From an optimization exercise on the open Yosys and OpenROAD flow, aimed at small area, a short achievable clock period and few clock cycles; shortcuts taken in it are not production practice. RTL that was checked went through simulation tests only; none was proved equivalent to the original. No activity file was given, so power comes from the tool's default toggle rates.

==> branch delta: inputs <==
==> flow/design.v <==
module sampa_elink_step (
    input  wire [1:0]  st,
    input  wire [5:0]  rem,
    input  wire        nw_one,   
    input  wire [49:0] win0,     
    input  wire [49:0] win1,     
    output reg  [1:0]  st_n,
    output reg  [5:0]  rem_n,
    output reg         emit,
    output reg         word,     
    output wire        pos       
);
    localparam [49:0] SYNC = 50'h1555540F00113;
    localparam [1:0] S_HUNT   = 2'd0;
    localparam [1:0] S_HEADER = 2'd1;
    localparam [1:0] S_DATA   = 2'd2;
    wire sync0 = (win0 == SYNC);
    wire sync1 = (win1 == SYNC);
    wire end0 = (rem == 6'd1);
    wire end1 = (rem == 6'd2);
    assign pos = end0;
    wire [2:0] pkt    = end0 ? win0[9:7] : win1[9:7];
    wire       nzw    = end0 ? (|win0[19:10]) : (|win1[19:10]);
    wire       hsync  = end0 ? sync0 : sync1;
    wire       pkt_sy = (pkt == 3'd2);
    wire       pkt_dt = (pkt != 3'd0) && (pkt != 3'd2) && (pkt != 3'd5);
    wire [5:0] rem_d2 = rem - 6'd2;
    reg        next_data;
    always @* begin
        st_n      = st;
        emit      = 1'b0;
        word      = 1'b0;
        next_data = 1'b0;
        rem_n     = rem_d2;
        if (st == S_HUNT) begin
            if (rem[5:1] == 5'd0)
                rem_n = 6'd0;
            if ((rem[5:1] == 5'd0) && sync0) begin
                st_n  = S_HEADER;
                rem_n = 6'd49;
            end else if ((rem[5:2] == 4'd0) && (rem[1:0] != 2'd3) && sync1) begin
                st_n  = S_HEADER;
                rem_n = 6'd50;
            end
        end else if (end0 || end1) begin
            if (st == S_HEADER) begin
                emit = pkt_dt || (pkt_sy && !hsync);
                if (pkt_dt && nzw) begin
                    st_n      = S_DATA;
                    next_data = 1'b1;
                end
            end else begin
                emit = 1'b1;
                word = 1'b1;
                if (nw_one)
                    st_n = S_HEADER;
                else
                    next_data = 1'b1;
            end
            rem_n = next_data ? (end0 ? 6'd9 : 6'd10) : (end0 ? 6'd49 : 6'd50);
        end
    end
endmodule
module sampa_elink (
    input  wire        clk,
    input  wire        rst,
    input  wire        clr,         
    input  wire        take,        
    input  wire        b0,
    input  wire        b1,
    input  wire        pop,         
    input  wire        nw_we,       
    input  wire [9:0]  nw_in,       
    output reg         slot_valid,
    output reg         slot_word,   
    output reg         slot_pos,    
    output wire        slot_emit,   
    output wire        slot_word_n, 
    output wire        slot_pos_n,  
    output reg  [50:0] sr,          
    output reg  [9:0]  nw           
);
    reg  [1:0] st;
    reg  [5:0] rem;
    wire [1:0] st_n;
    wire [5:0] rem_n;
    wire       emit_n, word_n, pos_n;
    sampa_elink_step u_step (
        .st(st), .rem(rem), .nw_one(nw == 10'd1),
        .win0({b0, sr[50:2]}), .win1({b1, b0, sr[50:3]}),
        .st_n(st_n), .rem_n(rem_n),
        .emit(emit_n), .word(word_n), .pos(pos_n)
    );
    wire emit = take & emit_n;
    assign slot_emit   = emit;
    assign slot_word_n = emit ? word_n : slot_word;
    assign slot_pos_n  = emit ? pos_n : slot_pos;
    always @(posedge clk) begin
        if (rst) begin
            st         <= 2'd0;
            rem        <= 6'd50;
            slot_valid <= 1'b0;
        end else begin
            if (clr) begin
                st  <= 2'd0;
                rem <= 6'd50;
            end else if (take) begin
                st  <= st_n;
                rem <= rem_n;
            end
            if (emit)
                slot_valid <= 1'b1;
            else if (pop)
                slot_valid <= 1'b0;
        end
        if (take)
            sr <= {b1, b0, sr[50:2]};
        if (nw_we)
            nw <= nw_in;
        slot_word <= slot_word_n;
        slot_pos  <= slot_pos_n;
    end
endmodule
module sampa_decoder (
    input  wire        clk,
    input  wire        rst,
    input  wire        in_valid,
    output wire        in_ready,
    input  wire [31:0] in_word,
    input  wire [15:0] in_mask,
    input  wire        clear,
    output wire        out_valid,
    input  wire        out_ready,
    output wire [3:0]  out_elink,
    output wire [1:0]  out_kind,
    output wire [49:0] out_data
);
    localparam N = 16;
    wire [N-1:0]    slot_valid;
    wire [N-1:0]    slot_word;
    wire [N-1:0]    slot_pos;
    wire [N-1:0]    slot_emit;
    wire [51*N-1:0] slot_sr;
    wire [10*N-1:0] slot_nw;
    wire [9:0]      nw_new;
    reg  [9:0]      nw_wb;      
    reg  [N-1:0]    nw_sel;     
    reg        a_v, b_v;
    reg [55:0] a_sym, b_sym;    
    reg        rdy;             
    wire q_pop  = a_v & out_ready;
    wire q_room = ~b_v | q_pop;
    reg  [N-1:0] grant;
    reg          g_word, g_pos;
    wire [N-1:0] slot_word_n, slot_pos_n;
    wire         any   = |grant;
    wire         push  = any & q_room;
    wire [N-1:0] pop   = grant & {N{q_room}};
    reg        r_v, r_clr;
    reg [31:0] r_word;
    reg [15:0] r_mask;
    wire accept = r_v & rdy;                 
    wire r_free = ~r_v | rdy;                
    wire eclr   = r_clr & r_free;            
    assign in_ready  = r_free;
    assign out_valid = a_v;
    assign {out_elink, out_kind, out_data} = a_sym;
    always @(posedge clk) begin
        if (rst) begin
            r_v   <= 1'b0;
            r_clr <= 1'b0;
        end else if (r_free) begin
            r_v   <= in_valid;
            r_clr <= clear;
        end else begin
            r_clr <= r_clr | clear;
        end
        if (r_free & in_valid) begin
            r_word <= in_word;
            r_mask <= in_mask;
        end
    end
    genvar e;
    generate
        for (e = 0; e < N; e = e + 1) begin : g_elink
            sampa_elink u_elink (
                .clk        (clk),
                .rst        (rst),
                .clr        (eclr),
                .take       (accept & ~r_mask[e]),
                .b0         (r_word[2*e+1]),
                .b1         (r_word[2*e]),
                .pop        (pop[e]),
                .slot_valid (slot_valid[e]),
                .slot_word  (slot_word[e]),
                .slot_pos   (slot_pos[e]),
                .slot_emit  (slot_emit[e]),
                .slot_word_n(slot_word_n[e]),
                .slot_pos_n (slot_pos_n[e]),
                .nw_we      (nw_sel[e]),
                .nw_in      (nw_wb),
                .sr         (slot_sr[51*e +: 51]),
                .nw         (slot_nw[10*e +: 10])
            );
        end
    endgenerate
    integer k;
    reg [50:0] sel_sr;
    reg [3:0]  sel_elink;
    reg [9:0]  sel_nw;
    reg [49:0] win;
    reg [55:0] sym;
    always @* begin
        sel_sr    = 51'd0;
        sel_elink = 4'd0;
        sel_nw    = 10'd0;
        for (k = 0; k < N; k = k + 1) begin
            sel_sr    = sel_sr | (slot_sr[51*k +: 51] & {51{grant[k]}});
            sel_elink = sel_elink | (k[3:0] & {4{grant[k]}});
            sel_nw    = sel_nw | (slot_nw[10*k +: 10] & {10{grant[k]}});
        end
        win = g_pos ? sel_sr[49:0] : sel_sr[50:1];
        if (g_word)
            sym = {sel_elink, 2'd1, 40'd0, win[49:40]};
        else
            sym = {sel_elink, (win[9:7] == 3'd2) ? 2'd2 : 2'd0, win};
    end
    assign nw_new = g_word ? sel_nw - 10'd1 : win[19:10];
    wire [N-1:0] slots_n = (slot_valid & ~pop) | slot_emit;
    wire         none_n  = ~|slots_n;
    wire         one_n   = ~|(slots_n & (slots_n - {{(N-1){1'b0}}, 1'b1})) & ~none_n;
    wire         b_v_n   = q_pop ? (b_v & push) : (b_v | (a_v & push));
    wire [N-1:0] grant_n = slots_n & (~slots_n + {{(N-1){1'b0}}, 1'b1});
    always @(posedge clk) begin
        if (rst) begin
            a_v <= 1'b0;
            b_v <= 1'b0;
            rdy <= 1'b1;
            grant <= {N{1'b0}};
            nw_sel <= {N{1'b0}};
        end else begin
            grant <= grant_n;
            nw_sel <= pop;
            rdy <= none_n | (one_n & ~b_v_n);
            if (q_pop) begin
                a_v <= b_v | push;
                b_v <= b_v & push;
            end else begin
                a_v <= a_v | push;
                b_v <= b_v | (a_v & push);
            end
        end
        nw_wb  <= nw_new;
        g_word <= |(grant_n & slot_word_n);
        g_pos  <= |(grant_n & slot_pos_n);
        if (q_pop | ~a_v)
            a_sym <= b_v ? b_sym : sym;
        if (push & (q_pop ? b_v : a_v))
            b_sym <= sym;
    end
endmodule
==> flow/flow/run.sh <==
#!/bin/bash
set -euo pipefail
bash standard.sh SETUP_SLACK_MARGIN=6.6 finish > standard_flow.log 2>&1
==> flow/standard.sh <==
#!/bin/bash
# synth_recipe.tcl (not shown) runs the flow's synth.tcl, then flattens the netlist and writes it again
# the make line also repeats each setting of config.mk as NAME=value (left out here)
make -C /OpenROAD-flow-scripts/flow DESIGN_CONFIG=/design/flow/config.mk WORK_HOME=/design/flow/orfs CLKGATE_MAP_FILE= SYNTH_SCRIPT=/design/flow/synth_recipe.tcl "${@:-finish}"
==> flow/config.mk <==
export PLATFORM = sky130hd
export DESIGN_NAME = sampa_decoder
export DESIGN_NICKNAME = sampa_decoder
export VERILOG_FILES = /design/flow/design.v
export SDC_FILE = /design/flow/constraint.sdc
export NUM_CORES = 4
export LEC_CHECK = 0
export ABC_CLOCK_PERIOD_IN_PS = 3500
export CAP_MARGIN = 20
export CORE_MARGIN = 2
export CORE_UTILIZATION = 40
export SLEW_MARGIN = 20
==> flow/constraint.sdc <==
create_clock -name core_clock -period 10.0 [get_ports {clk}]
set_input_delay 2.0000 -clock core_clock [delete_from_list [all_inputs] [get_ports {clk}]]
set_output_delay 2.0000 -clock core_clock [all_outputs]
set_load 0.01 [all_outputs]
==> inputs of branch lagoon, as changes to branch delta <==
--- a/flow/design.v
+++ b/flow/design.v
@@ -1,23 +1,22 @@
 module sampa_elink_step (
     input  wire [1:0]  st,
     input  wire [5:0]  rem,
+    input  wire        end0,     
+    input  wire        end1,     
     input  wire        nw_one,   
     input  wire [49:0] win0,     
     input  wire [49:0] win1,     
+    input  wire        sync0,    
+    input  wire        sync1,    
     output reg  [1:0]  st_n,
     output reg  [5:0]  rem_n,
     output reg         emit,
     output reg         word,     
     output wire        pos       
 );
-    localparam [49:0] SYNC = 50'h1555540F00113;
     localparam [1:0] S_HUNT   = 2'd0;
     localparam [1:0] S_HEADER = 2'd1;
     localparam [1:0] S_DATA   = 2'd2;
-    wire sync0 = (win0 == SYNC);
-    wire sync1 = (win1 == SYNC);
-    wire end0 = (rem == 6'd1);
-    wire end1 = (rem == 6'd2);
     assign pos = end0;
     wire [2:0] pkt    = end0 ? win0[9:7] : win1[9:7];
     wire       nzw    = end0 ? (|win0[19:10]) : (|win1[19:10]);
@@ -80,14 +79,21 @@
     output reg  [50:0] sr,          
     output reg  [9:0]  nw           
 );
+    localparam [49:0] SYNC = 50'h1555540F00113;
     reg  [1:0] st;
     reg  [5:0] rem;
+    reg        p0, p1;
+    reg        end0, end1;
+    wire [50:0] sr_n  = {b1, b0, sr[50:2]};
+    wire        sync0 = p0 & (b0 == SYNC[49]);
+    wire        sync1 = p1 & (b0 == SYNC[48]) & (b1 == SYNC[49]);
     wire [1:0] st_n;
     wire [5:0] rem_n;
     wire       emit_n, word_n, pos_n;
     sampa_elink_step u_step (
-        .st(st), .rem(rem), .nw_one(nw == 10'd1),
+        .st(st), .rem(rem), .end0(end0), .end1(end1), .nw_one(nw == 10'd1),
         .win0({b0, sr[50:2]}), .win1({b1, b0, sr[50:3]}),
+        .sync0(sync0), .sync1(sync1),
         .st_n(st_n), .rem_n(rem_n),
         .emit(emit_n), .word(word_n), .pos(pos_n)
     );
@@ -96,25 +102,30 @@
     assign slot_word_n = emit ? word_n : slot_word;
     assign slot_pos_n  = emit ? pos_n : slot_pos;
     always @(posedge clk) begin
+        if (clr) begin
+            st   <= 2'd0;
+            rem  <= 6'd50;
+            end0 <= 1'b0;
+            end1 <= 1'b0;
+        end else if (take) begin
+            st   <= st_n;
+            rem  <= rem_n;
+            end0 <= (st != 2'd0) && (rem == 6'd3);
+            end1 <= (st != 2'd0) && (rem == 6'd4);
+        end
         if (rst) begin
-            st         <= 2'd0;
-            rem        <= 6'd50;
             slot_valid <= 1'b0;
         end else begin
-            if (clr) begin
-                st  <= 2'd0;
-                rem <= 6'd50;
-            end else if (take) begin
-                st  <= st_n;
-                rem <= rem_n;
-            end
             if (emit)
                 slot_valid <= 1'b1;
             else if (pop)
                 slot_valid <= 1'b0;
         end
-        if (take)
-            sr <= {b1, b0, sr[50:2]};
+        if (take) begin
+            sr <= sr_n;
+            p0 <= (sr_n[50:2] == SYNC[48:0]);
+            p1 <= (sr_n[50:3] == SYNC[47:0]);
+        end
         if (nw_we)
             nw <= nw_in;
         slot_word <= slot_word_n;
@@ -149,7 +160,7 @@
     reg [55:0] a_sym, b_sym;    
     reg        rdy;             
     wire q_pop  = a_v & out_ready;
-    wire q_room = ~b_v | q_pop;
+    wire q_room = ~b_v;
     reg  [N-1:0] grant;
     reg          g_word, g_pos;
     wire [N-1:0] slot_word_n, slot_pos_n;
@@ -162,24 +173,10 @@
     wire accept = r_v & rdy;                 
     wire r_free = ~r_v | rdy;                
     wire eclr   = r_clr & r_free;            
-    assign in_ready  = r_free;
+    reg    in_rdy;                           
+    assign in_ready  = in_rdy;
     assign out_valid = a_v;
     assign {out_elink, out_kind, out_data} = a_sym;
-    always @(posedge clk) begin
-        if (rst) begin
-            r_v   <= 1'b0;
-            r_clr <= 1'b0;
-        end else if (r_free) begin
-            r_v   <= in_valid;
-            r_clr <= clear;
-        end else begin
-            r_clr <= r_clr | clear;
-        end
-        if (r_free & in_valid) begin
-            r_word <= in_word;
-            r_mask <= in_mask;
-        end
-    end
     genvar e;
     generate
         for (e = 0; e < N; e = e + 1) begin : g_elink
@@ -231,6 +228,7 @@
     wire         one_n   = ~|(slots_n & (slots_n - {{(N-1){1'b0}}, 1'b1})) & ~none_n;
     wire         b_v_n   = q_pop ? (b_v & push) : (b_v | (a_v & push));
     wire [N-1:0] grant_n = slots_n & (~slots_n + {{(N-1){1'b0}}, 1'b1});
+    wire         rdy_n   = none_n | (one_n & ~b_v_n);
     always @(posedge clk) begin
         if (rst) begin
             a_v <= 1'b0;
@@ -241,7 +239,7 @@
         end else begin
             grant <= grant_n;
             nw_sel <= pop;
-            rdy <= none_n | (one_n & ~b_v_n);
+            rdy <= rdy_n;
             if (q_pop) begin
                 a_v <= b_v | push;
                 b_v <= b_v & push;
@@ -255,7 +253,26 @@
         g_pos  <= |(grant_n & slot_pos_n);
         if (q_pop | ~a_v)
             a_sym <= b_v ? b_sym : sym;
-        if (push & (q_pop ? b_v : a_v))
-            b_sym <= sym;
+        if (push & a_v)
+            b_sym <= sym;        
+    end
+    always @(posedge clk) begin
+        if (rst) begin
+            r_v    <= 1'b0;
+            r_clr  <= 1'b1;      
+            in_rdy <= 1'b1;
+        end else begin
+            if (r_free) begin
+                r_v   <= in_valid;
+                r_clr <= clear;
+            end else begin
+                r_clr <= r_clr | clear;
+            end
+            in_rdy <= rdy_n | ~(r_free ? in_valid : r_v);
+        end
+        if (r_free) begin
+            r_word <= in_word;
+            r_mask <= in_mask;
+        end
     end
 endmodule
==> flow/flow/run.sh (replaced) <==
#!/bin/bash
set -euo pipefail
bash standard.sh SETUP_SLACK_MARGIN=7.0 finish > standard_flow.log 2>&1
--- a/flow/config.mk
+++ b/flow/config.mk
@@ -5,8 +5,9 @@
 export SDC_FILE = /design/flow/constraint.sdc
 export NUM_CORES = 4
 export LEC_CHECK = 0
-export ABC_CLOCK_PERIOD_IN_PS = 3500
 export CAP_MARGIN = 20
 export CORE_MARGIN = 2
-export CORE_UTILIZATION = 40
+export CORE_UTILIZATION = 60
+export CTS_CLUSTER_DIAMETER = 60
+export CTS_CLUSTER_SIZE = 22
 export SLEW_MARGIN = 20
==> inputs of branch garnet, as changes to branch delta <==
--- a/flow/design.v
+++ b/flow/design.v
@@ -1,23 +1,22 @@
 module sampa_elink_step (
     input  wire [1:0]  st,
     input  wire [5:0]  rem,
+    input  wire        end0,     
+    input  wire        end1,     
     input  wire        nw_one,   
     input  wire [49:0] win0,     
     input  wire [49:0] win1,     
+    input  wire        sync0,    
+    input  wire        sync1,    
     output reg  [1:0]  st_n,
     output reg  [5:0]  rem_n,
     output reg         emit,
     output reg         word,     
     output wire        pos       
 );
-    localparam [49:0] SYNC = 50'h1555540F00113;
     localparam [1:0] S_HUNT   = 2'd0;
     localparam [1:0] S_HEADER = 2'd1;
     localparam [1:0] S_DATA   = 2'd2;
-    wire sync0 = (win0 == SYNC);
-    wire sync1 = (win1 == SYNC);
-    wire end0 = (rem == 6'd1);
-    wire end1 = (rem == 6'd2);
     assign pos = end0;
     wire [2:0] pkt    = end0 ? win0[9:7] : win1[9:7];
     wire       nzw    = end0 ? (|win0[19:10]) : (|win1[19:10]);
@@ -80,14 +79,21 @@
     output reg  [50:0] sr,          
     output reg  [9:0]  nw           
 );
+    localparam [49:0] SYNC = 50'h1555540F00113;
     reg  [1:0] st;
     reg  [5:0] rem;
+    reg        p0, p1;
+    reg        end0, end1;
+    wire [50:0] sr_n  = {b1, b0, sr[50:2]};
+    wire        sync0 = p0 & (b0 == SYNC[49]);
+    wire        sync1 = p1 & (b0 == SYNC[48]) & (b1 == SYNC[49]);
     wire [1:0] st_n;
     wire [5:0] rem_n;
     wire       emit_n, word_n, pos_n;
     sampa_elink_step u_step (
-        .st(st), .rem(rem), .nw_one(nw == 10'd1),
+        .st(st), .rem(rem), .end0(end0), .end1(end1), .nw_one(nw == 10'd1),
         .win0({b0, sr[50:2]}), .win1({b1, b0, sr[50:3]}),
+        .sync0(sync0), .sync1(sync1),
         .st_n(st_n), .rem_n(rem_n),
         .emit(emit_n), .word(word_n), .pos(pos_n)
     );
@@ -96,25 +102,30 @@
     assign slot_word_n = emit ? word_n : slot_word;
     assign slot_pos_n  = emit ? pos_n : slot_pos;
     always @(posedge clk) begin
+        if (clr) begin
+            st   <= 2'd0;
+            rem  <= 6'd50;
+            end0 <= 1'b0;
+            end1 <= 1'b0;
+        end else if (take) begin
+            st   <= st_n;
+            rem  <= rem_n;
+            end0 <= (st != 2'd0) && (rem == 6'd3);
+            end1 <= (st != 2'd0) && (rem == 6'd4);
+        end
         if (rst) begin
-            st         <= 2'd0;
-            rem        <= 6'd50;
             slot_valid <= 1'b0;
         end else begin
-            if (clr) begin
-                st  <= 2'd0;
-                rem <= 6'd50;
-            end else if (take) begin
-                st  <= st_n;
-                rem <= rem_n;
-            end
             if (emit)
                 slot_valid <= 1'b1;
             else if (pop)
                 slot_valid <= 1'b0;
         end
-        if (take)
-            sr <= {b1, b0, sr[50:2]};
+        if (take) begin
+            sr <= sr_n;
+            p0 <= (sr_n[50:2] == SYNC[48:0]);
+            p1 <= (sr_n[50:3] == SYNC[47:0]);
+        end
         if (nw_we)
             nw <= nw_in;
         slot_word <= slot_word_n;
@@ -149,7 +160,7 @@
     reg [55:0] a_sym, b_sym;    
     reg        rdy;             
     wire q_pop  = a_v & out_ready;
-    wire q_room = ~b_v | q_pop;
+    wire q_room = ~b_v;
     reg  [N-1:0] grant;
     reg          g_word, g_pos;
     wire [N-1:0] slot_word_n, slot_pos_n;
@@ -162,24 +173,10 @@
     wire accept = r_v & rdy;                 
     wire r_free = ~r_v | rdy;                
     wire eclr   = r_clr & r_free;            
-    assign in_ready  = r_free;
+    reg    in_rdy;                           
+    assign in_ready  = in_rdy;
     assign out_valid = a_v;
     assign {out_elink, out_kind, out_data} = a_sym;
-    always @(posedge clk) begin
-        if (rst) begin
-            r_v   <= 1'b0;
-            r_clr <= 1'b0;
-        end else if (r_free) begin
-            r_v   <= in_valid;
-            r_clr <= clear;
-        end else begin
-            r_clr <= r_clr | clear;
-        end
-        if (r_free & in_valid) begin
-            r_word <= in_word;
-            r_mask <= in_mask;
-        end
-    end
     genvar e;
     generate
         for (e = 0; e < N; e = e + 1) begin : g_elink
@@ -231,6 +228,7 @@
     wire         one_n   = ~|(slots_n & (slots_n - {{(N-1){1'b0}}, 1'b1})) & ~none_n;
     wire         b_v_n   = q_pop ? (b_v & push) : (b_v | (a_v & push));
     wire [N-1:0] grant_n = slots_n & (~slots_n + {{(N-1){1'b0}}, 1'b1});
+    wire         rdy_n   = none_n | (one_n & ~b_v_n);
     always @(posedge clk) begin
         if (rst) begin
             a_v <= 1'b0;
@@ -241,7 +239,7 @@
         end else begin
             grant <= grant_n;
             nw_sel <= pop;
-            rdy <= none_n | (one_n & ~b_v_n);
+            rdy <= rdy_n;
             if (q_pop) begin
                 a_v <= b_v | push;
                 b_v <= b_v & push;
@@ -255,7 +253,26 @@
         g_pos  <= |(grant_n & slot_pos_n);
         if (q_pop | ~a_v)
             a_sym <= b_v ? b_sym : sym;
-        if (push & (q_pop ? b_v : a_v))
-            b_sym <= sym;
+        if (push & a_v)
+            b_sym <= sym;        
+    end
+    always @(posedge clk) begin
+        if (rst) begin
+            r_v    <= 1'b0;
+            r_clr  <= 1'b1;      
+            in_rdy <= 1'b1;
+        end else begin
+            if (r_free) begin
+                r_v   <= in_valid;
+                r_clr <= clear;
+            end else begin
+                r_clr <= r_clr | clear;
+            end
+            in_rdy <= rdy_n | ~(r_free ? in_valid : r_v);
+        end
+        if (r_free) begin
+            r_word <= in_word;
+            r_mask <= in_mask;
+        end
     end
 endmodule
==> flow/flow/run.sh (replaced) <==
#!/bin/bash
set -euo pipefail
bash standard.sh SETUP_SLACK_MARGIN=6.8 finish > standard_flow.log 2>&1
--- a/flow/config.mk
+++ b/flow/config.mk
@@ -5,8 +5,9 @@
 export SDC_FILE = /design/flow/constraint.sdc
 export NUM_CORES = 4
 export LEC_CHECK = 0
-export ABC_CLOCK_PERIOD_IN_PS = 3500
 export CAP_MARGIN = 20
 export CORE_MARGIN = 2
-export CORE_UTILIZATION = 40
+export CORE_UTILIZATION = 65
+export CTS_CLUSTER_DIAMETER = 60
+export CTS_CLUSTER_SIZE = 22
 export SLEW_MARGIN = 20
==> qor summary <==
metric	branch lagoon	branch delta	branch garnet
Met1 demand-to-capacity share in global routing	60.2%	43.1%	63.2%
Final Power	11.8 mW	12.3 mW	11.6 mW
Result of the run	complete, no violations	complete, no violations	complete, no violations
EDFF count, synth	1168	1136	1168
Endpoint of the lowest-slack register-to-register path	a_sym[33]$_DFFE_PP_	g_word$_DFF_P_	a_sym[49]$_DFFE_PP_
Power attributed to sequential cells	6.65 mW	6.37 mW	6.66 mW
Initial antenna violation count	20	18	26
Power density normalized to cell area	172 nW/um^2	176 nW/um^2	170 nW/um^2
Via-per-instance ratio	7.71	6.76	7.85
Endpoint, Worst Hold	g_elink[9].u_elink.slot_pos$_DFF_P_	g_elink[15].u_elink.sr[50]$_DFFE_PP_	g_elink[0].u_elink.slot_pos$_DFF_P_
Vias post-DR	48.2k	46.8k	48.5k
Overall track demand over capacity in global routing	47.8%	32.7%	50.8%
# clock sinks	1426	1361	1426
CLK BUF	120	190	122
Antenna diodes	24	12	29
Slack of the critical path	6.65 ns	6.27 ns	6.60 ns
Wire length per cell after detailed routing	40.1 um	36.7 um	39.4 um
Final core area utilization	68.9%	47.6%	73.0%
Cells resized by post-CTS repair	347	419	281
Testbench counts of branch lagoon, summed over its fixed seeds: cycles 21,280.
Testbench counts of branch garnet, summed over its fixed seeds: cycles 21,280.
For branch delta, only the layout was checked, not whether the RTL still works.

## port drivers added, routing unchanged
No port has a modelled driver above. Below, the same layouts with a new extraction and two added sets of constraints.
Step 1: set_driving_cell puts a clkbuf_16 on clk and a buf_2 on each other input, an assumption about the parent block.
Step 2 moves the port delays by t, midway between the first and last clock arrival at a register: inputs arrive t later, outputs are due t later. That takes back most of the time a late clock gives input paths.
Three values: ideal ports, drivers, drivers and shift; two values: the first two.
| run | shift t [ns] | setup slack, ns | worst data-port slew with drivers (ns) |
|---|---|---|---|
| branch delta | 0.887 | 6.272 / 6.272 / 5.463 | 0.07 |
| branch lagoon | 0.805 | 6.650 / 6.576 / 6.323 | 0.06 |
| branch garnet | 0.808 | 6.596 / 6.563 / 6.280 | 0.06 |
After both steps setup and hold are still met in every run listed. For branch delta, which loses most, drivers alone change the setup slack by 0.000 ns; drivers and shift together by -0.809 ns.
